Context: an optimization exercise on an open-source flow, tuned for small area, a short achievable clock period and few clock cycles per item. The choices shown serve that exercise and are no tape-out recipe. Function was checked by simulation only, so behaviour that the tests miss may differ from the original. Power is estimated from default activity; no workload was simulated.

<file path="flow/design.v">
module bit_modulator (
    input  wire        clk,
    input  wire        rst,           
    input  wire        cmd_valid,
    output wire        cmd_ready,
    input  wire [2:0]  cmd_op,        
    input  wire [47:0] cmd_ts,        
    input  wire [31:0] cmd_fps,       
    input  wire [6:0]  cmd_len,       
    input  wire [63:0] cmd_code,      
    output reg         rsp_valid,
    output reg         rsp_status,    
    output reg         ev_valid,      
    output reg         ev_bit,
    output wire        active,
    output reg  [1:0]  phase,         
    output reg  [5:0]  bit_index,
    output reg         cur_valid,     
    output reg         cur_bit,
    output wire        color,         
    output reg  [31:0] meas_fps       
);
    localparam PH_IDLE = 2'd0;
    localparam PH_CAL  = 2'd1;
    localparam PH_RUN  = 2'd2;
    localparam M_NORM = 4'd0;    
    localparam M_CDIV = 4'd1;    
    localparam M_CSEL = 4'd2;    
    localparam M_CST1 = 4'd3;    
    localparam M_CST2 = 4'd4;    
    localparam M_LOOP = 4'd5;    
    localparam M_LA   = 4'd6;    
    localparam M_LB   = 4'd7;    
    localparam M_LC   = 4'd8;    
    localparam M_FIN  = 4'd9;    
    localparam M_CST3 = 4'd10;   
    reg        ready_q;
    reg        s1_v;
    reg        s1_start_ok, s1_start_bad, s1_tick, s1_stop;
    reg        s1_multi;      
    reg        s1_c1, s1_c2, s1_c0;
    reg [47:0] s1_ts;
    reg [3:0]  mode;
    reg [63:0] code;
    reg [6:0]  len;
    reg        t_lo, t_hi;
    reg [47:0] cal_t0;        
    reg [5:0]  cal_count;
    reg [48:0] nb, nb2, nb3;  
    reg [49:0] Q;             
    reg [22:0] R;             
    reg [22:0] a;
    reg [22:0] s;             
    reg        cq;            
    reg [22:0] aR;            
    reg        more;          
    reg        lup;           
    reg [5:0]  lvl;           
    reg [6:0]  rmod;          
    reg [5:0]  idx0;          
    reg [47:0] fps_t0;        
    reg [47:0] epoch;         
    reg [15:0] fps_count;
    reg [4:0]  dcnt;
    assign cmd_ready = ready_q;
    assign active    = (phase != PH_IDLE);
    assign color     = cur_valid & cur_bit;
    wire accept = cmd_valid & ready_q;
    wire [23:0] sd    = {1'b0, s} - {1'b0, R};
    wire [23:0] sa    = {1'b0, s} + {1'b0, aR};
    wire [24:0] sar   = {2'b00, s} + {2'b00, aR} - {2'b00, R};
    wire [24:0] s2r   = {2'b00, s} - {1'b0, R, 1'b0};
    wire [22:0] s_n   = cq ? sa[22:0] : sd[22:0];
    wire        cq_n  = cq ? sar[24] : s2r[24];       
    wire [50:0] nsum  = {2'b00, nb3} + {1'b0, Q} + {50'd0, cq};
    wire [48:0] nsum_sat = {|nsum[50:48], nsum[47:0]};
    wire [48:0] tx_ref = (mode == M_LC) ? nb : nb3;
    wire        t_x   = !tx_ref[48] && (s1_ts >= tx_ref[47:0]);
    wire [5:0]  idx_inc  = (bit_index == len[5:0] - 6'd1) ? 6'd0 : bit_index + 6'd1;
    wire        bit_inc  = code[idx_inc];
    wire [23:0] r2    = {R, 1'b0};
    wire [23:0] r2d   = r2 - {1'b0, a};
    wire        r2ge  = !r2d[23];
    wire [22:0] R_dbl = r2ge ? r2d[22:0] : r2[22:0];
    wire [49:0] Q_dbl = {Q[48:0], r2ge};
    wire [23:0] rh    = {1'b0, R} + (Q[0] ? {1'b0, a} : 24'd0);
    wire [22:0] R_hlv = rh[23:1];
    wire [49:0] Q_hlv = {1'b0, Q[49:1]};
    wire [7:0]  rm2   = {rmod, 1'b0};
    wire [7:0]  rm2p  = rm2 + 8'd1;
    wire [5:0]  len_m3 = (len == 7'd1) ? 6'd0 : (len == 7'd2) ? 6'd1 : len[5:0] - 6'd3;
    wire [15:0] fps_next = fps_count + 16'd1;
    wire [47:0] fps_el   = s1_ts - fps_t0;
    wire        fps_win  = (fps_el >= 48'd1000000);
    wire        m_120  = (cal_t0 <= 48'd500000);
    wire        m_30   = (cal_t0 >= 48'd2000000);
    wire [1:0]  mult_m = (cal_t0 <= 48'd666666) ? 2'd3 : (cal_t0 <= 48'd1000000) ? 2'd2 : 2'd1;
    wire [22:0] e3     = {1'b0, cal_t0[21:0]} + {cal_t0[21:0], 1'b0};
    wire [21:0] xm     = (mult_m == 2'd3) ? e3[21:0] : (mult_m == 2'd2) ? {cal_t0[20:0], 1'b0} : cal_t0[21:0];
    wire [23:0] mr4    = {nb2[21:0], 2'b00};
    wire [23:0] md1    = mr4 - {2'b00, cal_t0[21:0]};
    wire [23:0] md2    = mr4 - {1'b0, cal_t0[21:0], 1'b0};
    wire [23:0] md3    = mr4 - {1'b0, nb[22:0]};
    wire [1:0]  mdig   = !md3[23] ? 2'd3 : !md2[23] ? 2'd2 : !md1[23] ? 2'd1 : 2'd0;
    wire [21:0] mrem   = !md3[23] ? md3[21:0] : !md2[23] ? md2[21:0] : !md1[23] ? md1[21:0] : mr4[21:0];
    wire [7:0]  d6     = {s[21:16], s[15:14]};
    wire [1:0]  d6q    = (d6 >= 8'd180) ? 2'd3 : (d6 >= 8'd120) ? 2'd2 : (d6 >= 8'd60) ? 2'd1 : 2'd0;
    wire [7:0]  d6s    = d6 - ((d6q == 2'd3) ? 8'd180 : (d6q == 2'd2) ? 8'd120 : (d6q == 2'd1) ? 8'd60 : 8'd0);
    wire [5:0]  d6r    = d6s[5:0];
    wire [22:0] mq     = meas_fps[22:0];
    wire        m_le_t = (a > mq) || ((a == mq) && (nb2[21:0] == 22'd0));
    wire norm      = (mode == M_NORM);
    wire run_tick  = norm && s1_v && s1_tick && phase == PH_RUN;
    wire cal_tick  = norm && s1_v && s1_tick && phase == PH_CAL;
    wire step_1    = run_tick && !s1_multi && s1_c1;
    wire loop_last = (mode == M_LOOP) && !more;
    wire stp       = step_1 || loop_last || (mode == M_CST3);
    wire fin_norm  = norm && !(s1_v && s1_multi);
    wire in_len_bad = (cmd_len == 7'd0) || (cmd_len > 7'd64);
    wire in_start   = accept && (cmd_op == 3'd1) && !in_len_bad;
    wire in_tick    = (cmd_op == 3'd2);
    wire signed [31:0] in_fps = cmd_fps;
    wire [1:0] in_mt = (in_fps >= 32'sd5898240) ? 2'd3 : (in_fps >= 32'sd3932160) ? 2'd2 : 2'd1;
    wire g_nb  = !nb[48]       && (cmd_ts >= nb[47:0]);
    wire g_nb2 = !nb2[48]      && (cmd_ts >= nb2[47:0]);
    wire g_nb3 = !nb3[48]      && (cmd_ts >= nb3[47:0]);
    wire l_t0  = (cmd_ts < cal_t0);
    wire p_c1  = stp ? g_nb2 : g_nb;
    wire p_c2  = stp ? g_nb3 : g_nb2;
    wire p_c0  = stp ? !g_nb : l_t0;
    wire [1:0] ph_next = (mode == M_CST3) ? PH_RUN :
                         (norm && s1_v && s1_start_ok) ? PH_CAL :
                         (norm && s1_v && s1_stop) ? PH_IDLE : phase;
    wire [5:0] cnt_next = (norm && s1_v && s1_start_ok) ? 6'd0 :
                          cal_tick ? cal_count + 6'd1 : cal_count;
    wire p_multi = in_tick && ((ph_next == PH_RUN && (p_c2 || p_c0)) ||
                               (ph_next == PH_CAL && cnt_next == 6'd59));
    task respond(input status, input ev, input bitv);
        begin
            rsp_valid  <= 1'b1;
            rsp_status <= status;
            ev_valid   <= ev;
            ev_bit     <= bitv;
        end
    endtask
    task step_idx;
        begin
            nb        <= nb2;
            nb2       <= nb3;
            nb3       <= nsum_sat;
            s         <= s_n;
            cq        <= cq_n;
            cal_t0    <= nb[47:0];
            bit_index <= idx_inc;
            cur_bit   <= bit_inc;
        end
    endtask
    always @(posedge clk) begin
        if (rst) begin
            s1_v <= 1'b0;
        end else if (ready_q) begin
            s1_v         <= accept;
            s1_start_ok  <= (cmd_op == 3'd1) && !in_len_bad;
            s1_start_bad <= (cmd_op == 3'd1) && in_len_bad;
            s1_tick      <= in_tick;
            s1_stop      <= (cmd_op == 3'd3);
            s1_multi     <= p_multi;
            s1_c1        <= p_c1;
            s1_c2        <= p_c2;
            s1_c0        <= p_c0;
            s1_ts        <= cmd_ts;
        end
    end
    always @(posedge clk) begin
        rsp_valid <= 1'b0;
        if (rst) begin
            ready_q    <= 1'b1;
            mode       <= M_NORM;
            phase      <= PH_IDLE;
            bit_index  <= 6'd0;
            cur_valid  <= 1'b0;
            cur_bit    <= 1'b0;
            meas_fps   <= 32'd0;
            rsp_status <= 1'b0;
            ev_valid   <= 1'b0;
            ev_bit     <= 1'b0;
        end else begin
            ready_q <= !(accept && p_multi);
            if (phase == PH_CAL && lvl[4] == 1'b0 && norm) begin
                R   <= R_dbl;
                Q   <= Q_dbl;
                lvl <= lvl + 6'd1;
            end
            case (mode)
            M_NORM: if (s1_v) begin
                if (s1_start_bad) begin
                    respond(1'b1, 1'b0, 1'b0);
                end else if (s1_start_ok) begin
                    phase     <= PH_CAL;
                    fps_t0    <= s1_ts;
                    cal_count <= 6'd0;
                    bit_index <= 6'd0;
                    cur_valid <= 1'b0;
                    cur_bit   <= 1'b0;
                    meas_fps  <= 32'd0;
                    fps_count <= 16'd0;
                    respond(1'b0, 1'b0, 1'b0);
                end else if (s1_stop) begin
                    phase     <= PH_IDLE;
                    bit_index <= 6'd0;
                    cur_valid <= 1'b0;
                    cur_bit   <= 1'b0;
                    meas_fps  <= 32'd0;
                    fps_count <= 16'd0;
                    respond(1'b0, 1'b0, 1'b0);
                end else if (cal_tick) begin
                    cal_count <= cal_count + 6'd1;
                    if (s1_multi) begin                  
                        cal_t0    <= fps_el;             
                        epoch     <= s1_ts;
                        fps_t0    <= s1_ts;
                        fps_count <= 16'd0;
                        meas_fps  <= 32'd0;
                        nb2       <= 49'd234375;         
                        dcnt      <= 5'd0;
                        mode      <= M_CDIV;
                        ready_q   <= 1'b0;
                    end else begin
                        respond(1'b0, 1'b0, 1'b0);
                    end
                end else if (run_tick) begin
                    fps_count <= fps_next;
                    if (fps_win) begin
                        meas_fps  <= {fps_next, 16'd0};
                        fps_count <= 16'd0;
                        fps_t0    <= s1_ts;
                    end
                    if (s1_c0) begin
                        nb3       <= {1'b0, epoch};
                        s         <= 23'd0;
                        idx0      <= bit_index;
                        bit_index <= len_m3;
                        lvl       <= 6'd0;
                        rmod      <= 7'd0;
                        lup       <= 1'b1;
                        mode      <= M_LA;
                        ready_q   <= 1'b0;
                    end else if (s1_c1) begin
                        step_idx;
                        if (s1_c2) begin
                            idx0    <= bit_index;
                            lvl     <= 6'd0;
                            more    <= t_x;
                            mode    <= M_LOOP;
                            ready_q <= !t_x;
                        end else begin
                            respond(1'b0, len != 7'd1, bit_inc);
                        end
                    end else begin
                        respond(1'b0, 1'b0, 1'b0);
                    end
                end else begin
                    respond(1'b0, 1'b0, 1'b0);
                end
            end
            M_CDIV: begin
                ready_q <= 1'b0;
                dcnt <= dcnt + 5'd1;
                if (dcnt == 5'd0) begin
                    s  <= {1'b0, xm};
                    nb <= {26'd0, e3};                  
                end else begin
                    if (dcnt <= 5'd8)
                        s <= {1'b0, d6r, s[13:0], d6q};
                    nb2      <= {27'd0, mrem};
                    meas_fps <= {meas_fps[29:0], mdig};
                end
                if (m_120 || m_30 || dcnt == 5'd12)
                    mode <= M_CSEL;
            end
            M_CSEL: begin
                ready_q <= 1'b0;
                if (m_120)
                    meas_fps <= 32'd7864320;
                else if (m_30)
                    meas_fps <= 32'd1966080;
                if (t_lo || m_30 || (m_120 && t_hi)) begin
                    a  <= 23'd3;                        
                    Q  <= 50'd33333;
                    R  <= 23'd1;
                    aR <= 23'd2;
                    cq <= 1'b1;
                end else if (!m_120 && (t_hi || m_le_t)) begin
                    a  <= 23'd60;                       
                    Q  <= {34'd0, s[15:0]};
                    R  <= {17'd0, s[21:16]};
                    aR <= 23'd60 - {17'd0, s[21:16]};
                    cq <= (s[21:16] != 6'd0);
                end else begin
                    aR <= a - R;
                    cq <= (R != 23'd0);                 
                end
                nb3  <= {1'b0, epoch};                  
                s    <= 23'd0;
                mode <= M_CST1;
            end
            M_CST1, M_CST2: begin
                ready_q <= (mode == M_CST2);            
                nb   <= nb2;
                nb2  <= nb3;
                nb3  <= nsum_sat;
                s    <= s_n;
                cq   <= cq_n;
                mode <= (mode == M_CST1) ? M_CST2 : M_CST3;
            end
            M_CST3: begin
                nb        <= nb2;
                nb2       <= nb3;
                nb3       <= nsum_sat;
                s         <= s_n;
                cq        <= cq_n;
                phase     <= PH_RUN;
                bit_index <= 6'd0;
                cur_valid <= 1'b1;
                cur_bit   <= code[0];
                cal_t0    <= nb[47:0];                  
                respond(1'b0, 1'b1, code[0]);
                mode      <= M_NORM;
            end
            M_LOOP: begin
                if (more && lvl == 6'd31) begin
                    lvl     <= 6'd0;
                    rmod    <= 7'd0;
                    lup     <= 1'b1;
                    mode    <= M_LA;
                    ready_q <= 1'b0;
                end else begin
                    step_idx;
                    lvl <= lvl + 6'd1;
                    if (!more) begin
                        respond(1'b0, idx_inc != idx0, bit_inc);
                        mode <= M_NORM;
                    end else begin
                        more    <= t_x;
                        ready_q <= !t_x;
                    end
                end
            end
            M_LA: begin
                ready_q <= 1'b0;
                cq   <= (s < R);
                aR   <= a - R;
                mode <= M_LB;
            end
            M_LB: begin
                ready_q <= 1'b0;
                nb   <= nsum_sat;
                mode <= M_LC;
            end
            M_LC: begin
                ready_q <= 1'b0;
                mode <= M_LA;
                if (lup) begin
                    if (t_x) begin
                        Q   <= Q_dbl;
                        R   <= R_dbl;
                        lvl <= lvl + 6'd1;
                    end else if (lvl == 6'd0) begin
                        mode <= M_FIN;
                    end else begin
                        Q   <= Q_hlv;
                        R   <= R_hlv;
                        lvl <= lvl - 6'd1;
                        lup <= 1'b0;
                    end
                end else begin
                    if (t_x) begin
                        nb3  <= nb;
                        s    <= s_n;
                        rmod <= (rm2p >= {1'b0, len}) ? rm2p[6:0] - len : rm2p[6:0];
                    end else begin
                        rmod <= (rm2 >= {1'b0, len}) ? rm2[6:0] - len : rm2[6:0];
                    end
                    if (lvl == 6'd0) begin
                        mode <= M_FIN;
                    end else begin
                        Q   <= Q_hlv;
                        R   <= R_hlv;
                        lvl <= lvl - 6'd1;
                    end
                end
            end
            M_FIN: begin
                ready_q   <= 1'b0;
                bit_index <= ({1'b0, bit_index} + rmod >= len) ? ({1'b0, bit_index} + rmod - len) : ({1'b0, bit_index} + rmod);
                cq   <= (s < R);
                aR   <= a - R;
                more <= 1'b1;
                lvl  <= 6'd0;
                mode <= M_LOOP;
            end
            default: mode <= M_NORM;
            endcase
            if (in_start) begin
                code <= cmd_code;
                len  <= cmd_len;
                t_lo <= (in_fps <= 32'sd1966080);       
                t_hi <= (in_fps >= 32'sd7864320);       
                a    <= cmd_fps[22:0];
                Q    <= 50'd0;
                R    <= (in_mt == 2'd3) ? 23'd3000000 : (in_mt == 2'd2) ? 23'd2000000 : 23'd1000000;
                lvl  <= 6'd0;
            end
        end
    end
endmodule
</file>
<file path="flow/run.sh">
#!/bin/bash
# synth_recipe.tcl (not shown) runs the flow's synth.tcl, then flattens the netlist and writes it again
# the make line also repeats each setting of config.mk as NAME=value (left out here)
make -C /OpenROAD-flow-scripts/flow DESIGN_CONFIG=/design/flow/config.mk WORK_HOME=/design/flow/orfs CLKGATE_MAP_FILE= SYNTH_SCRIPT=/design/flow/synth_recipe.tcl finish
</file>
<file path="flow/config.mk">
export PLATFORM = sky130hd
export DESIGN_NAME = bit_modulator
export DESIGN_NICKNAME = bit_modulator
export VERILOG_FILES = /design/flow/design.v
export SDC_FILE = /design/flow/constraint.sdc
export NUM_CORES = 4
export LEC_CHECK = 0
export ABC_CLOCK_PERIOD_IN_PS = 4000
export CAP_MARGIN = 20
export CORE_MARGIN = 2
export CORE_UTILIZATION = 55
export PLACE_DENSITY = 0.75
export SETUP_SLACK_MARGIN = 5
export SLEW_MARGIN = 20
</file>
<file path="flow/constraint.sdc">
create_clock -name core_clock -period 10.0 [get_ports {clk}]
set_input_delay 2.0000 -clock core_clock [delete_from_list [all_inputs] [get_ports {clk}]]
set_output_delay 2.0000 -clock core_clock [all_outputs]
set_load 0.01 [all_outputs]
</file>
==> impl_metrics.py, run 1 <==
metrics = {
    "logic_synthesis": {
        "synthXorXnorAreaFrac_pct": 4.71,
        "synth_top_area_share_pct": 32.0,
        "synth_fp_nets": 7218,
        "synth_compound_area_share_pct": 23.8,
        "synth_top_flop_cell": "edfxtp_1",
        "synth_top_family_by_area": "compound AO/OA/AOI/OAI gates",
        "synth_edf_count": 611,
        "synthArstFlopShare_pct": 0,
        "post_synth.cell_area_avg_sq_um": 9.05,
        "muxShareOfSynthArea_pct": 1.62,
        "syn-instance-count": 6344,
        "syn_area_sq_um": 57400,
        "synth_seq_cells": 662,
        "synth_fa_ha_area_share_pct": 16.1,
        "yosys_warnings": 1,
        "synth_cell_type_count": 117,
        "ys_seq_area_share_pct": 33.7,
        "synth_top_cell_by_area": "edfxtp_1",
        "synth-simple-area-share_pct": 14.6,
        "synth.area.top_cells": "edfxtp_1, ha_1, a21oi_1, nor2_1, inv_1",
    },
    "sta": {
        "post-route-period-util_pct": 50.5,
        "fin_hold_ws_ps": 456,
        "hold_viol_final": 0,
        "setup_tns_ps": 0,
        "slew_viol_final": 0,
        "tightest_slew_ps": 1160,
        "finalSetupViolations": 0,
        "clock_skew_ps": 35.3,
        "max_slew_margin_pct": 22.6,
        "finalWorstSetupSlack_ps": 4950,
        "fmax_mhz": 198,
        "rsz0062_at_grt": "yes",
        "fin_crit_ps": 5050,
    },
    "die": {
        "die_h_um": 327,
        "ioPinCount": 206,
        "core_area_sq_um": 103000,
        "start_util_pct": 55.5,
        "die-area_sq_um": 107000,
        "num_rows": 118,
        "die_x_um": 327,
    },
    "grt": {
        "grt_first_pass_wirelength_um": 306000,
        "grt_max_degree": 109,
        "grt_overflow_total": 0,
        "grt_use_met3_pct": 6.77,
        "grt_antenna_before_repair": 3,
        "met1_usage_pct": 49.1,
        "grtUsageTotal_pct": 37.3,
        "globalRoute.busiestLayer": "met2",
        "use_met2_pct": 58.5,
        "grt_pass1_vias": 49991,
    },
    "layout": {
        "postLayoutCellArea_sq_um": 64700,
        "antenna_cells": 0,
        "area_growth_syn_to_layout_pct": 12.7,
        "drive_above_1_share_pct": 7.40,
        "nets": 7377,
        "layout_commonest_cell": "ha_1",
        "most-common-layout-cells": "ha_1, a21oi_1, edfxtp_1, nor2_1, inv_1",
    },
    "clocking": {
        "clk_pin_slew_worst_paths_ps": 60,
        "root_buffer": "clkbuf_16",
        "insertion_delay_ps": 690,
        "cts_buffers": 81,
        "cts_buffer_depth": 3,
        "cts_max_level": 3,
        "cts.sinks": 662,
        "cts_tree": "yes",
    },
    "routing": {
        "drt-pass1-iter-count": 7,
        "wirelength_um": 207000,
        "wire_per_inst_um": 26.0,
        "remaining_drc_errors": 0,
        "postRouteAntennaNets": 0,
        "first_iter_violations": 6701,
        "vias": 52861,
        "vias_per_cell": 6.65,
    },
    "worst_setup_path": {
        "crit_path_end_kind": "register",
        "rrSetupSlack_ps": 4950,
        "r2r_cells": 16,
        "arrival_ps": 5450,
        "crit_type": "register to register",
        "cp-start-kind": "register",
        "path_max_fanout": 24,
        "required_ps": 10400,
    },
    "pwr": {
        "pwr_density_cell_nw_per_um2": 256,
        "total_leakage_power_nw": 26.9,
        "ir_drop_uv": 148,
        "total_power_mw": 16.5,
    },
    "placed_design": {
        "dp_hpwl_um": 152000,
        "port_buffers": 205,
        "place_ws_ps": 3290,
        "postPlaceCellArea_sq_um": 60800,
        "routabilityCongestion": 1.03,
    },
    "outcome": {
        "outcome": "finished clean",
    },
    "run": {
        "maxCapViolCount": 0,
    },
    "worst_hold_path": {
        "holdPathStages": 2,
        "hold_class": "register to register",
    },
}
==> where the power goes <==
group,switching [mW],internal (mW)
clock,1.33,1.68
sequential,0.728,3.76
combinational,5.52,3.51
total,7.58,8.95
==> final timing paths <==
path                            startpoint    endpoint
worst max register to register   s1_ts[10]  fps_t0[11]
worst max-delay path             s1_ts[10]  fps_t0[11]
worst min-delay path            rsp_status  rsp_status
worst min register to register  rsp_status  rsp_status
==> area by class of cell <==
cell class / instances / area [sq um]
Clock buffer: 95 / 2080
Sequential cell: 662 / 19400
Fill cell: 8718 / 38800
Tap cell: 1380 / 1730
Timing Repair Buffer: 329 / 3180
Clock inverter: 54 / 542
Multi-Input combinational cell: 4927 / 35900
Inverter: 502 / 1890
==> flip-flops by register name, summed over array words and instances (netlist names), 16 cells and up <==
| name | cells |
|---|---|
| cal_t0 | 48 |
| fps_count | 16 |
| nb3 | 49 |
| nb | 49 |
| R | 23 |
| nb2 | 49 |
| s | 23 |
| Q | 50 |
| code | 64 |
| meas_fps | 32 |
| fps_t0 | 48 |
| aR | 23 |
| epoch | 48 |
| s1_ts | 48 |
| a | 23 |
==> kinds of logic after synthesis <==
kind of cell / count (synthesis)
AO/OA/AOI/OAI: 2066
AND/OR/NAND/NOR: 1751
buffers and inverters: 760
adder cells (fa/ha/maj): 717
flip-flops: 662
XOR/XNOR: 306
multiplexers: 82
==> metrics by stage <==
| step | std cells | util, % |
|---|---|---|
| 5_1_grt | 7949 | 62.5 |
| 4_1_cts | 7928 | 62.0 |
| 3_3_place_gp | 7747 | 58.8 |
| 3_5_place_dp | 7747 | 58.8 |
| 6_report | 7949 | 62.5 |
| 2_1_floorplan | 6344 | - |
==> worst max-delay path, stage by stage (launching register included) <==
cell and delay [ps]:
edfxtp_1 540, ha_2 430, a21oi_1 340, o21ai_0 270, or4_1 450, o211ai_1 200, o21ai_0 130, nor4_2 490
nor4_2 140, nor3_1 190, nand3_1 240, nor4_4 260, buf_4 200, nand2_1 70, o21a_1 200, o31a_4 360
buf_16 210
==> per-layer routing <==
metal	wire length (um)	share of wire, %
met5	12	0.0058
met4	12600	6.1
met2	92700	45
met1	80100	39
met3	21600	10
==> synthesized netlist by cell type (47+ instances only) <==
| cell type | number |
|---|---|
| ha_1 | 680 |
| a21oi_1 | 634 |
| edfxtp_1 | 611 |
| nor2_1 | 564 |
| inv_1 | 499 |
| nand2_1 | 413 |
| o21ai_0 | 336 |
| a21o_1 | 232 |
| xnor2_1 | 192 |
| clkbuf_1 | 185 |
| nor3_1 | 136 |
| a211oi_1 | 130 |
| xor2_1 | 112 |
| nand4_1 | 105 |
| nand3_1 | 95 |
| nand2b_1 | 84 |
| a31oi_1 | 75 |
| nor2b_1 | 75 |
| mux2i_1 | 66 |
| and2_1 | 65 |
| o21a_1 | 63 |
| o221ai_1 | 61 |
| dfxtp_1 | 51 |
| o21bai_1 | 49 |
| o211ai_1 | 47 |
==> timing repair <==
action,CTS,global route
gates cloned,6,2
hold buffers,0,0
resized for setup,90,81
pin swaps,22,20
setup endpoints to repair,354,315
setup buffers,26,17
Testbench counts, summed over its fixed seeds: cycles 7,824, commands 6,776.
==> inputs of run 2 (changes only) <==
--- a/flow/config.mk
+++ b/flow/config.mk
@@ -8,7 +8,7 @@
 export ABC_CLOCK_PERIOD_IN_PS = 4000
 export CAP_MARGIN = 20
 export CORE_MARGIN = 2
-export CORE_UTILIZATION = 55
-export PLACE_DENSITY = 0.75
+export CORE_UTILIZATION = 62
+export PLACE_DENSITY = 0.82
 export SETUP_SLACK_MARGIN = 5
 export SLEW_MARGIN = 20
==> impl_metrics.py, run 2 <==
metrics = {
    "sta": {
        "clock_skew_ps": 31.7,
        "slew_viol_final": 0,
        "fin_hold_ws_ps": 471,
        "post-route-period-util_pct": 51.9,
        "finalWorstSetupSlack_ps": 4810,
        "max_slew_margin_pct": 16.7,
        "rsz0062_at_grt": "no",
        "fin_crit_ps": 5190,
        "setup_tns_ps": 0,
        "hold_viol_final": 0,
        "fmax_mhz": 193,
        "tightest_slew_ps": 1250,
        "finalSetupViolations": 0,
    },
    "logic_synthesis": {
        "synth_compound_area_share_pct": 23.8,
        "synth_top_area_share_pct": 32.0,
        "syn-instance-count": 6344,
        "ys_top_cells_by_count": "ha_1, a21oi_1, edfxtp_1",
        "syn_area_sq_um": 57400,
        "synth_top_family_by_area": "compound AO/OA/AOI/OAI gates",
        "synth-simple-area-share_pct": 14.6,
        "synth_fp_nets": 7218,
        "synth_most_common_cell": "ha_1",
        "synth_fa_ha_area_share_pct": 16.1,
        "muxShareOfSynthArea_pct": 1.62,
        "synthArstFlopShare_pct": 0,
        "synth_cell_type_count": 117,
        "ys_seq_area_share_pct": 33.7,
        "synth_top_flop_cell": "edfxtp_1",
        "post_synth.cell_area_avg_sq_um": 9.05,
        "yosys_warnings": 1,
        "synth_top_cell_by_area": "edfxtp_1",
        "synthXorXnorAreaFrac_pct": 4.71,
        "synth_seq_cells": 662,
        "synth.area.top_cells": "edfxtp_1, ha_1, a21oi_1, nor2_1, inv_1",
        "synth_edf_count": 611,
    },
    "routing": {
        "wire_per_inst_um": 26.6,
        "vias_per_cell": 6.92,
        "first_iter_violations": 7099,
        "postRouteAntennaNets": 0,
        "drt-pass1-iter-count": 11,
        "vias": 53539,
        "remaining_drc_errors": 0,
        "wirelength_um": 206000,
    },
    "die": {
        "start_util_pct": 62.6,
        "die_h_um": 308,
        "ioPinCount": 206,
        "die-area_sq_um": 95000,
        "die_x_um": 308,
        "num_rows": 111,
        "core_area_sq_um": 91700,
    },
    "clocking": {
        "clk_pin_slew_worst_paths_ps": 60,
        "cts_tree": "yes",
        "insertion_delay_ps": 690,
        "cts.sinks": 662,
        "root_buffer": "clkbuf_16",
        "cts_buffers": 79,
        "cts_buffer_depth": 3,
        "cts_max_level": 3,
    },
    "layout": {
        "postLayoutCellArea_sq_um": 64400,
        "largest_reg_flops": 64,
        "multi_input_area_sq_um": 35900,
        "reg_top3": "code: 64 flops, Q: 50 flops",
        "drive_above_1_share_pct": 7.34,
        "largest-register": "code",
        "area_growth_syn_to_layout_pct": 12.3,
        "layout_commonest_cell": "ha_1",
        "nets": 7362,
        "most-common-layout-cells": "ha_1, a21oi_1, edfxtp_1, nor2_1, inv_1",
        "fill_cells": 7059,
        "ff_latch_area_sq_um": 19400,
    },
    "pwr": {
        "total_power_mw": 16.7,
        "ir_drop_uv": 209,
        "pwr_density_cell_nw_per_um2": 260,
        "total_leakage_power_nw": 26.8,
    },
    "grt": {
        "grt_overflow_total": 0,
        "grt_pass1_vias": 50109,
        "grt_max_degree": 109,
        "grt_first_pass_wirelength_um": 302000,
        "grt_antenna_before_repair": 4,
        "grtUsageTotal_pct": 41.8,
    },
    "placed_design": {
        "dp_hpwl_um": 151000,
        "postPlaceCellArea_sq_um": 60500,
        "port_buffers": 205,
        "place_ws_ps": 3240,
        "routabilityCongestion": 1.06,
    },
    "outcome": {
        "outcome": "finished clean",
    },
    "worst_setup_path": {
        "critPathSlowestCell": "edfxtp_1",
        "arrival_ps": 5630,
        "crit_path_cell_trace": "inv_1 > fa_1 > nor2b_1 > o31ai_1 > a221oi_2 > o2111ai_1 > nand4_1 > a31oi_1 > a21oi_1 > a31oi_4 > buf_4 > xnor2_4 > buf_12 > buf_4 > o21ai_0 > a21oi_1",
        "critPathMaxStageDelay_ps": 670,
        "required_ps": 10440,
        "crit_path_end_kind": "register",
        "cp-start-kind": "register",
        "crit_type": "register to register",
        "path_max_fanout": 7,
    },
    "worst_hold_path": {
        "hold_class": "register to register",
    },
    "run": {
        "maxCapViolCount": 0,
    },
}
run 2: where the power goes:
part	switching, mW	total [mW]	internal [mW]
registers	0.762	4.52	3.76
logic	5.57	9.08	3.51
clock network	1.32	3.14	1.83
total	7.65	16.7	9.10
run 2: cell type report:
class | instances | share of cell area (%)
Antenna cell | 4 | 0.0155
Clock buffer | 95 | 3.19
Clock inverter | 49 | 1.09
Inverter | 502 | 2.93
Multi-Input combinational cell | 4927 | 55.8
Sequential cell | 662 | 30.1
Tap cell | 1186 | 2.30
Timing Repair Buffer | 316 | 4.63
run 2: cell families (layout without fill, tap and decap cells):
logic type | after synthesis | count (layout)
and+or+nand+nor | 1751 | 1754
xor gates and xnor gates | 306 | 307
buffers and inverters | 760 | 962
adders and majority gates | 717 | 717
muxes | 82 | 82
other | 0 | 4
DFF | 662 | 662
AOI/OAI and AO/OA | 2066 | 2067
run 2: metrics by stage:
| stage | utilization, % | cells |
|---|---|---|
| global route | 70.3 | 7739 |
| global placement | 66.0 | 7547 |
| finish | 70.3 | 7741 |
| CTS | 69.7 | 7713 |
| detailed placement | 66.0 | 7547 |
| floorplan | - | 6344 |
run 2: critical path: cells and delay by family, from the launching register on:
| family | cells | cell delay (ps) |
|---|---|---|
| AO/OA/AOI/OAI | 8 | 2270 |
| buffers and inverters | 4 | 800 |
| flip-flops | 1 | 670 |
| AND/OR/NAND/NOR | 2 | 510 |
| adder cells (fa/ha/maj) | 1 | 480 |
| XOR/XNOR | 1 | 200 |
run 2: worst paths after layout:
check	startpoint	end	slack, ps	depth (start not counted)
worst min register to register	rsp_status	rsp_status	470	2
worst max register to register	nb2[0]	nb2[7]	4810	16
worst min-delay path	rsp_status	rsp_status	470	2
worst max-delay path	nb2[0]	nb2[7]	4810	16
run 2: timing repair:
action                                  CTS  global route
setup buffers                            18            23
gates resized for setup                  88            73
endpoints found under the setup margin  337           277
hold buffers                              0             0
pin swaps                                18            26
cloned                                    4             1
run 2: metal layers:
metal  up-vias  share of wire (%)  GRT usage, %  wire length [um]
met5         -             0.0049             0                10
met4         2                6.8          24.8             14100
met3       698                 12          9.41             24100
met2      3464                 44          64.5             90600
met1     25423                 37          53.8             77000
li1      23952                  -             -                 -
==> inputs of run 3 (changes only) <==
--- a/flow/design.v
+++ b/flow/design.v
@@ -37,8 +37,8 @@
     reg        ready_q;
     reg        s1_v;
     reg        s1_start_ok, s1_start_bad, s1_tick, s1_stop;
-    reg        s1_multi;      
-    reg        s1_c1, s1_c2, s1_c0;
+    reg [3:0]  s1_g1, s1_g2, s1_g0;
+    reg        s1_run, s1_cal59;
     reg [47:0] s1_ts;
     reg [3:0]  mode;
     reg [63:0] code;
@@ -62,10 +62,11 @@
     reg [47:0] epoch;         
     reg [15:0] fps_count;
     reg [4:0]  dcnt;
-    assign cmd_ready = ready_q;
+    wire   ready;
+    assign cmd_ready = ready;
     assign active    = (phase != PH_IDLE);
     assign color     = cur_valid & cur_bit;
-    wire accept = cmd_valid & ready_q;
+    wire accept = cmd_valid & ready;
     wire [23:0] sd    = {1'b0, s} - {1'b0, R};
     wire [23:0] sa    = {1'b0, s} + {1'b0, aR};
     wire [24:0] sar   = {2'b00, s} + {2'b00, aR} - {2'b00, R};
@@ -112,29 +113,30 @@
     wire norm      = (mode == M_NORM);
     wire run_tick  = norm && s1_v && s1_tick && phase == PH_RUN;
     wire cal_tick  = norm && s1_v && s1_tick && phase == PH_CAL;
+    wire s1_c1     = !s1_g1[3] && (s1_g1[2] || (s1_g1[1] && s1_g1[0]));
+    wire s1_c2     = !s1_g2[3] && (s1_g2[2] || (s1_g2[1] && s1_g2[0]));
+    wire s1_c0     = !(!s1_g0[3] && (s1_g0[2] || (s1_g0[1] && s1_g0[0])));
+    wire s1_multi  = s1_tick && ((s1_run && (s1_c2 || s1_c0)) || s1_cal59);
     wire step_1    = run_tick && !s1_multi && s1_c1;
     wire loop_last = (mode == M_LOOP) && !more;
     wire stp       = step_1 || loop_last || (mode == M_CST3);
-    wire fin_norm  = norm && !(s1_v && s1_multi);
+    assign ready   = ready_q && !(norm && s1_v && s1_multi);
     wire in_len_bad = (cmd_len == 7'd0) || (cmd_len > 7'd64);
     wire in_start   = accept && (cmd_op == 3'd1) && !in_len_bad;
     wire in_tick    = (cmd_op == 3'd2);
     wire signed [31:0] in_fps = cmd_fps;
     wire [1:0] in_mt = (in_fps >= 32'sd5898240) ? 2'd3 : (in_fps >= 32'sd3932160) ? 2'd2 : 2'd1;
-    wire g_nb  = !nb[48]       && (cmd_ts >= nb[47:0]);
-    wire g_nb2 = !nb2[48]      && (cmd_ts >= nb2[47:0]);
-    wire g_nb3 = !nb3[48]      && (cmd_ts >= nb3[47:0]);
-    wire l_t0  = (cmd_ts < cal_t0);
-    wire p_c1  = stp ? g_nb2 : g_nb;
-    wire p_c2  = stp ? g_nb3 : g_nb2;
-    wire p_c0  = stp ? !g_nb : l_t0;
+    wire [48:0] ref1 = stp ? nb2 : nb;
+    wire [48:0] ref2 = stp ? nb3 : nb2;
+    wire [48:0] ref0 = stp ? nb  : {1'b0, cal_t0};
+    wire [3:0]  p_g1 = {ref1[48], cmd_ts[47:24] > ref1[47:24], cmd_ts[47:24] == ref1[47:24], cmd_ts[23:0] >= ref1[23:0]};
+    wire [3:0]  p_g2 = {ref2[48], cmd_ts[47:24] > ref2[47:24], cmd_ts[47:24] == ref2[47:24], cmd_ts[23:0] >= ref2[23:0]};
+    wire [3:0]  p_g0 = {ref0[48], cmd_ts[47:24] > ref0[47:24], cmd_ts[47:24] == ref0[47:24], cmd_ts[23:0] >= ref0[23:0]};
     wire [1:0] ph_next = (mode == M_CST3) ? PH_RUN :
                          (norm && s1_v && s1_start_ok) ? PH_CAL :
                          (norm && s1_v && s1_stop) ? PH_IDLE : phase;
     wire [5:0] cnt_next = (norm && s1_v && s1_start_ok) ? 6'd0 :
                           cal_tick ? cal_count + 6'd1 : cal_count;
-    wire p_multi = in_tick && ((ph_next == PH_RUN && (p_c2 || p_c0)) ||
-                               (ph_next == PH_CAL && cnt_next == 6'd59));
     task respond(input status, input ev, input bitv);
         begin
             rsp_valid  <= 1'b1;
@@ -158,16 +160,17 @@
     always @(posedge clk) begin
         if (rst) begin
             s1_v <= 1'b0;
-        end else if (ready_q) begin
+        end else if (ready) begin
             s1_v         <= accept;
             s1_start_ok  <= (cmd_op == 3'd1) && !in_len_bad;
             s1_start_bad <= (cmd_op == 3'd1) && in_len_bad;
             s1_tick      <= in_tick;
             s1_stop      <= (cmd_op == 3'd3);
-            s1_multi     <= p_multi;
-            s1_c1        <= p_c1;
-            s1_c2        <= p_c2;
-            s1_c0        <= p_c0;
+            s1_g1        <= p_g1;
+            s1_g2        <= p_g2;
+            s1_g0        <= p_g0;
+            s1_run       <= (ph_next == PH_RUN);
+            s1_cal59     <= (ph_next == PH_CAL && cnt_next == 6'd59);
             s1_ts        <= cmd_ts;
         end
     end
@@ -185,7 +188,7 @@
             ev_valid   <= 1'b0;
             ev_bit     <= 1'b0;
         end else begin
-            ready_q <= !(accept && p_multi);
+            ready_q <= 1'b1;
             if (phase == PH_CAL && lvl[4] == 1'b0 && norm) begin
                 R   <= R_dbl;
                 Q   <= Q_dbl;
--- a/flow/config.mk
+++ b/flow/config.mk
@@ -8,7 +8,7 @@
 export ABC_CLOCK_PERIOD_IN_PS = 4000
 export CAP_MARGIN = 20
 export CORE_MARGIN = 2
-export CORE_UTILIZATION = 62
-export PLACE_DENSITY = 0.82
+export CORE_UTILIZATION = 40
+export PLACE_DENSITY = 0.6
 export SETUP_SLACK_MARGIN = 5
 export SLEW_MARGIN = 20
==> impl_metrics.py, run 3 <==
metrics = {
    "outcome": {
        "outcome": "finished clean",
    },
    "sta": {
        "setup_tns_ps": 0,
        "rsz0062_at_grt": "no",
        "max_slew_margin_pct": 16.8,
        "fmax_mhz": 204,
        "post-route-period-util_pct": 49.1,
        "tightest_slew_ps": 1240,
        "clock_skew_ps": 35.5,
        "fin_crit_ps": 4910,
        "slew_viol_final": 0,
        "finalSetupViolations": 0,
        "hold_viol_final": 0,
    },
    "layout": {
        "layout_commonest_cell": "a21oi_1",
        "most-common-layout-cells": "a21oi_1, ha_1, edfxtp_1, nor2_1, nand2_1",
        "fin_cells": 8498,
        "largest_reg_flops": 64,
        "area_growth_syn_to_layout_pct": 14.0,
        "largest-register": "code",
        "reg_top3": "code: 64 flops, Q: 50 flops",
        "drive_above_1_share_pct": 6.75,
        "nets": 7347,
        "final_util_pct": 46.0,
    },
    "grt": {
        "grt_pass1_vias": 49532,
        "grt_antenna_before_repair": 7,
        "grt_first_pass_wirelength_um": 318000,
        "grt_max_degree": 79,
        "grtUsageTotal_pct": 28.2,
        "grt_overflow_total": 0,
    },
    "clocking": {
        "cts.sinks": 672,
        "clk_pin_slew_worst_paths_ps": 70,
        "cts_buffer_depth": 3,
        "cts_tree": "yes",
        "root_buffer": "clkbuf_16",
        "cts_buffers": 86,
        "insertion_delay_ps": 720,
        "cts_max_level": 3,
    },
    "logic_synthesis": {
        "syn_area_sq_um": 58100,
        "synthArstFlopShare_pct": 0,
        "synth_top_flop_cell": "edfxtp_1",
        "synth_most_common_cell": "a21oi_1",
        "synth_edf_count": 621,
        "yosys_warnings": 1,
        "synth_top_cell_by_area": "edfxtp_1",
        "syn-instance-count": 6397,
        "synth.area.top_cells": "edfxtp_1, ha_1, a21oi_1, mux2i_1, nor2_1",
        "synth_cell_type_count": 93,
        "synth_seq_cells": 672,
        "ys_seq_area_share_pct": 33.9,
        "post_synth.cell_area_avg_sq_um": 9.08,
        "synth_top_area_share_pct": 32.1,
        "synth_fp_nets": 7222,
        "ys_top_cells_by_count": "a21oi_1, ha_1, edfxtp_1",
    },
    "routing": {
        "wirelength_um": 218000,
        "drt-pass1-iter-count": 6,
        "vias": 52753,
        "wire_per_inst_um": 25.6,
        "postRouteAntennaNets": 0,
        "remaining_drc_errors": 0,
        "first_iter_violations": 5642,
        "vias_per_cell": 6.21,
    },
    "worst_setup_path": {
        "cpMostUsedCell": "a31oi_1",
        "path_max_fanout": 14,
        "rrSetupSlack_ps": 5090,
        "crit_path_end_kind": "register",
        "critPathSlowestCell": "nor4bb_2",
        "critPathMaxStageDelay_ps": 420,
        "crit_path_cell_trace": "inv_1 > ha_1 > nor4bb_2 > o2111ai_1 > a311oi_2 > a31oi_1 > a21oi_1 > o21ai_0 > a211o_1 > a31oi_1 > xnor2_2 > buf_4 > nand2_1 > nor2_4 > a221oi_1 > o21a_1",
        "crit_type": "register to register",
        "cp-start-kind": "register",
        "required_ps": 10480,
        "arrival_ps": 5390,
    },
    "worst_hold_path": {
        "hold_class": "register to register",
    },
    "die": {
        "ioPinCount": 206,
        "die_h_um": 385,
        "core_area_sq_um": 144000,
        "die-area_sq_um": 148000,
        "start_util_pct": 40.4,
        "die_x_um": 385,
        "num_rows": 139,
    },
    "pwr": {
        "total_leakage_power_nw": 27.2,
        "total_power_mw": 7.92,
        "ir_drop_uv": 115,
        "pwr_density_cell_nw_per_um2": 120,
    },
    "placed_design": {
        "routabilityCongestion": 0.979,
        "dp.cells": 8285,
        "dp_hpwl_um": 158000,
        "port_buffers": 205,
    },
    "run": {
        "maxCapViolCount": 0,
    },
}
[run 3: changes by cell type in the layout (fill, tap and decap cells not counted), sizes merged, moves of 28 or more]
cell,change
ha,-49
nand3,+42
inv,-133
a21o,-58
mux2i,+189
nand2,-28
and3,+31
[run 3: cell type report]
class                      instances  area, sq um
fill                           13679        77600
multi-input combinational       5073        36700
sequential                       672        19700
timing repair buffer             325         3150
tap                             1903         2380
clock buffer                     109         2280
inverter                         364         1370
clock inverter                    50          663
antenna                            2         5.00
[run 3: through the flow]
step	hold WS [ps]	cell area (sq um)	setup WS, ps
4_1_cts	455	65700	4940
6_report	454	66200	5090
3_5_place_dp	448	62200	3830
2_1_floorplan	445	58200	4760
3_3_place_gp	445	62200	3840
5_1_grt	488	66200	4980
[run 3: logic make-up (layout without fill, tap and decap cells)]
kind of cell	after synthesis	in the layout	synth area share [%]
buffers and inverters	658	848	4.33
and+or+nand+nor	1775	1781	14.8
adders and majority gates	668	668	14.9
DFF	672	672	33.9
xor gates and xnor gates	309	309	4.66
AOI/OAI and AO/OA	2039	2039	22.7
other	0	2	0
muxes	276	276	4.85
[run 3: final timing paths]
kind,startpoint,end,cells past startpoint
max,nb[2],nb2[15],16
min,ev_bit,ev_bit,2
max reg2reg,nb[2],nb2[15],16
min reg2reg,ev_bit,ev_bit,2
[run 3: where the power goes]
| part | internal (mW) | switching (mW) |
|---|---|---|
| Clock | 1.94 | 1.40 |
| Combinational | 0.541 | 0.794 |
| Sequential | 3.13 | 0.112 |
| Total | 5.61 | 2.31 |
[run 3: repair_timing]
| item | 4_1_cts | 5_1_grt |
|---|---|---|
| buffers inserted | 11 | 28 |
| gates resized for setup | 71 | 57 |
| setup endpoints to repair | 307 | 283 |
| gates cloned | 8 | 4 |
| pin swaps | 13 | 14 |
| hold buffers | 0 | 0 |
[run 3: per-layer routing]
metal / vias up / GRT usage (%) / part of all wire (%)
li1: 24287 / - / -
met4: 4 / 11.0 / 4.1
met1: 25754 / 37.6 / 41
met3: 436 / 4.30 / 8.2
met5: - / 0 / 0.011
met2: 2272 / 45.8 / 46
[run 3: critical path: cells and delay by family, from the launching register on]
kind	cells	cell delay, ps
fa+ha+maj	1	360
buf+inv	2	420
xor+xnor	1	140
simple gates	3	1100
compound gates	9	2280
flops	1	380
Testbench counts of run 3, summed over its fixed seeds: cycles 7,824, commands 6,776.

afterwards: timing with drivers on the ports:
The results above use ideal ports. As a check the final layouts listed here were re-extracted and re-timed, cells and wires unchanged. Step 1, drivers: a clkbuf_16 drives clk and a buf_2 each remaining input, both assumed. Step 2, shift: input delay + t, output delay - t, t = (earliest + latest rising clock arrival at the registers) / 2. This alone moves slack from input paths to output paths. Three values: ideal ports, drivers, drivers and shift; two values: the first two.
| run | t, ns | slack for setup (ns) | hold slack, ns | worst setup path after step 2 | pins driven straight from the clock port |
|---|---|---|---|---|---|
| run 1 | 0.752 | 4.951 / 4.951 / 4.374 | 0.456 / 0.456 / 0.456 | input to register | 1 |
| run 2 | 0.756 | 4.813 / 4.813 / 4.383 | 0.471 / 0.471 / 0.471 | input to register | 1 |
| run 3 | 0.790 | 5.093 / 5.014 / 4.462 | 0.454 / 0.454 / 0.454 | input to register | 1 |
After both steps setup and hold are still met in every run listed. For run 3, which loses most, drivers alone change the setup slack by -0.079 ns; drivers and shift together by -0.631 ns.
